Source: an optimization exercise on an open RTL-to-GDS flow (aim: small area, a short achievable clock period and few clock cycles per item). Production flows keep margins and buffers that such runs may drop. Function was checked by simulation only, so behaviour that the tests miss may differ from the original.

== run 1 ==
Design gf_engine, start of the top module:
module gf_engine (
    input  wire        clk,
    input  wire        rst,         
    input  wire        fa_we,
    input  wire [12:0] fa_wdata,
    input  wire        fb_we,
    input  wire [12:0] fb_wdata,
    output wire [12:0] fa,
    output wire [12:0] fb,
    output wire [12:0] fr,
    input  wire        cmd_valid,
    input  wire [31:0] cmd_word,
    output wire [7:0]  status
);
    reg [12:0] fa_r;
    reg [12:0] fb_r;
    reg [12:0] fr_r;
    reg        done_r;          
    reg        err_r;           
    assign fa     = fa_r;
    assign fb     = fb_r;
    assign fr     = fr_r;
    assign status = {3'b000, err_r, err_r, 1'b0, done_r, 1'b0};
    wire [12:0] fa4;
    gf_engine_sq2 u_sq2 (.a(fa_r), .y(fa4));
    wire [12:0] opa;
    gf_engine_sel u_sel (.s0(cmd_word[0]), .a0(fa_r), .s1(cmd_word[1]), .a1(fa4), .y(opa));
    wire [168:0] mcol;
    gf_engine_mcols u_mcols (.b(fb_r), .m(mcol));
    wire [12:0] prod;
    genvar gi, gk;
    generate
        for (gk = 0; gk < 13; gk = gk + 1) begin : g_row
            wire [12:0] m;
            for (gi = 0; gi < 13; gi = gi + 1) begin : g_m
                assign m[gi] = mcol[13*gi + gk];
            end
            gf_engine_dot13 u_dot (.m(m), .a(opa), .y(prod[gk]));
        end
    endgenerate
    wire cmd_hi0     = (cmd_word[31:2] == 30'd0);
    wire is_gfmul    = cmd_hi0 && (cmd_word[1:0] == 2'b01);
    wire is_gfsq2mul = cmd_hi0 && (cmd_word[1:0] == 2'b10);
    wire legal       = is_gfmul | is_gfsq2mul;
    wire [12:0] fa_next;
    wire [12:0] fb_next;
    wire [12:0] fr_next;
    gf_engine_upd u_upd_fa (.rst(rst), .we(fa_we), .d(fa_wdata), .q(fa_r), .y(fa_next));
    gf_engine_upd u_upd_fb (.rst(rst), .we(fb_we), .d(fb_wdata), .q(fb_r), .y(fb_next));
    gf_engine_upd u_upd_fr (.rst(rst), .we(cmd_valid & legal), .d(prod), .q(fr_r), .y(fr_next));
    always @(posedge clk) begin
        fa_r <= fa_next;
        fb_r <= fb_next;
        fr_r <= fr_next;
        if (rst) begin
            done_r <= 1'b0;
            err_r  <= 1'b0;
        end else if (cmd_valid) begin
            done_r <= legal;
  ...
Size: ~720 cells after synthesis, ~41 flip-flops, about 0.0056 mm2 of cells after synthesis.
export LEC_CHECK = 0
export CAP_MARGIN = 0
export CORE_MARGIN = 2
export CORE_UTILIZATION = 40
export CTS_BUF_LIST = sky130_fd_sc_hd__clkbuf_8
export PLACE_DENSITY = 0.6
export SETUP_SLACK_MARGIN = 2.5
export SLEW_MARGIN = 0
export SYNTH_HIERARCHICAL = 1
export SYNTH_MINIMUM_KEEP_SIZE = 0
export TNS_END_PERCENT = 5
create_clock -name core_clock -period 5.0 [get_ports {clk}]
standard.sh (not shown) runs the stock make flow with config.mk's settings and CLKGATE_MAP_FILE= SYNTH_SCRIPT=/design/flow/synth_recipe.tcl, a recipe that flattens the netlist after the stock synthesis.
==> flow/flow/run.sh <==
#!/bin/bash
# Own layout flow: the standard flow (standard.sh), with two changes to
# how the layout is made:
#  * the port buffers that the standard flow inserts on every input and
#    output are sky130_fd_sc_hd__buf_1 instead of the default choice
#    (the resizer may still upsize them where timing needs it);
#  * the 3-input XOR/XNOR cells are added to the platform's don't-use list,
#    so that synthesis builds the XOR trees from faster 2-input cells.
# Everything else (synthesis script, floorplan, power grid, tap cells,
# placement, CTS, routing) is the standard flow unchanged.
set -euo pipefail
cd "$(dirname "$0")/.."

PLATFORM_DONT_USE="sky130_fd_sc_hd__probe_p_8 sky130_fd_sc_hd__probec_p_8 \
sky130_fd_sc_hd__lpflow_bleeder_1 sky130_fd_sc_hd__lpflow_clkbufkapwr_1 \
sky130_fd_sc_hd__lpflow_clkbufkapwr_16 sky130_fd_sc_hd__lpflow_clkbufkapwr_2 \
sky130_fd_sc_hd__lpflow_clkbufkapwr_4 sky130_fd_sc_hd__lpflow_clkbufkapwr_8 \
sky130_fd_sc_hd__lpflow_clkinvkapwr_1 sky130_fd_sc_hd__lpflow_clkinvkapwr_16 \
sky130_fd_sc_hd__lpflow_clkinvkapwr_2 sky130_fd_sc_hd__lpflow_clkinvkapwr_4 \
sky130_fd_sc_hd__lpflow_clkinvkapwr_8 sky130_fd_sc_hd__lpflow_decapkapwr_12 \
sky130_fd_sc_hd__lpflow_decapkapwr_3 sky130_fd_sc_hd__lpflow_decapkapwr_4 \
sky130_fd_sc_hd__lpflow_decapkapwr_6 sky130_fd_sc_hd__lpflow_decapkapwr_8 \
sky130_fd_sc_hd__lpflow_inputiso0n_1 sky130_fd_sc_hd__lpflow_inputiso0p_1 \
sky130_fd_sc_hd__lpflow_inputiso1n_1 sky130_fd_sc_hd__lpflow_inputiso1p_1 \
sky130_fd_sc_hd__lpflow_inputisolatch_1 sky130_fd_sc_hd__lpflow_isobufsrc_1 \
sky130_fd_sc_hd__lpflow_isobufsrc_16 sky130_fd_sc_hd__lpflow_isobufsrc_2 \
sky130_fd_sc_hd__lpflow_isobufsrc_4 sky130_fd_sc_hd__lpflow_isobufsrc_8 \
sky130_fd_sc_hd__lpflow_isobufsrckapwr_16 \
sky130_fd_sc_hd__lpflow_lsbuf_lh_hl_isowell_tap_1 \
sky130_fd_sc_hd__lpflow_lsbuf_lh_hl_isowell_tap_2 \
sky130_fd_sc_hd__lpflow_lsbuf_lh_hl_isowell_tap_4 \
sky130_fd_sc_hd__lpflow_lsbuf_lh_isowell_4 \
sky130_fd_sc_hd__lpflow_lsbuf_lh_isowell_tap_1 \
sky130_fd_sc_hd__lpflow_lsbuf_lh_isowell_tap_2 \
sky130_fd_sc_hd__lpflow_lsbuf_lh_isowell_tap_4"
EXTRA_DONT_USE="sky130_fd_sc_hd__xor3_1 sky130_fd_sc_hd__xor3_2 sky130_fd_sc_hd__xor3_4 \
sky130_fd_sc_hd__xnor3_1 sky130_fd_sc_hd__xnor3_2 sky130_fd_sc_hd__xnor3_4"

bash standard.sh finish \
    "DONT_USE_CELLS=$PLATFORM_DONT_USE $EXTRA_DONT_USE" \
    "BUFFER_PORTS_ARGS=-buffer_cell sky130_fd_sc_hd__buf_1" \
    > flow_make.log 2>&1
Testbench counts of run 1, summed over its fixed seeds: cycles 4,800, ops 2,400.
Input-level comparison between run 2 and run 1:
- swapping 2.5 for 2.35 in SETUP_SLACK_MARGIN
- swapping 40 for 45 in CORE_UTILIZATION
==> comparison <==
Die area (run 2 over run 1): decrease, 11%. Taking run 1 as the reference, in run 2 cell area after placement fell by 59 um2, global-route wire length before repair rose by 970 um, peak supply drop rose by about 50%, tapcell count fell by about 18%. Startpoint-to-endpoint class of the critical path: flip-flop to flip-flop -> run 1, primary input to flip-flop -> run 2.

what the ideal ports hide:
Ports are ideal in the flow. The routed layouts listed here were re-timed in OpenROAD.
Step 1, drivers: a clkbuf_16 drives clk and a buf_2 each remaining input, both assumed.
Step 2 adds t to the input delays and takes it off the output delays; t is the mean of the earliest and latest rising clock arrival at the registers after step 1. Input paths then give back, and output paths get back, about the clock's delay inside the block.
Slacks: ideal / step 1 / step 2; pairs: ideal / step 1.
run	t (ns)	slack for setup (ns)	cell pins on the clock port's net
run 1	0.339	2.482 / 2.482 / 2.237	1
run 2	0.334	2.454 / 2.462 / 2.129	1
After both steps every run listed still meets setup and hold. The setup slack of run 2, which loses most, moves by +0.008 ns with the drivers and by -0.325 ns with both steps.
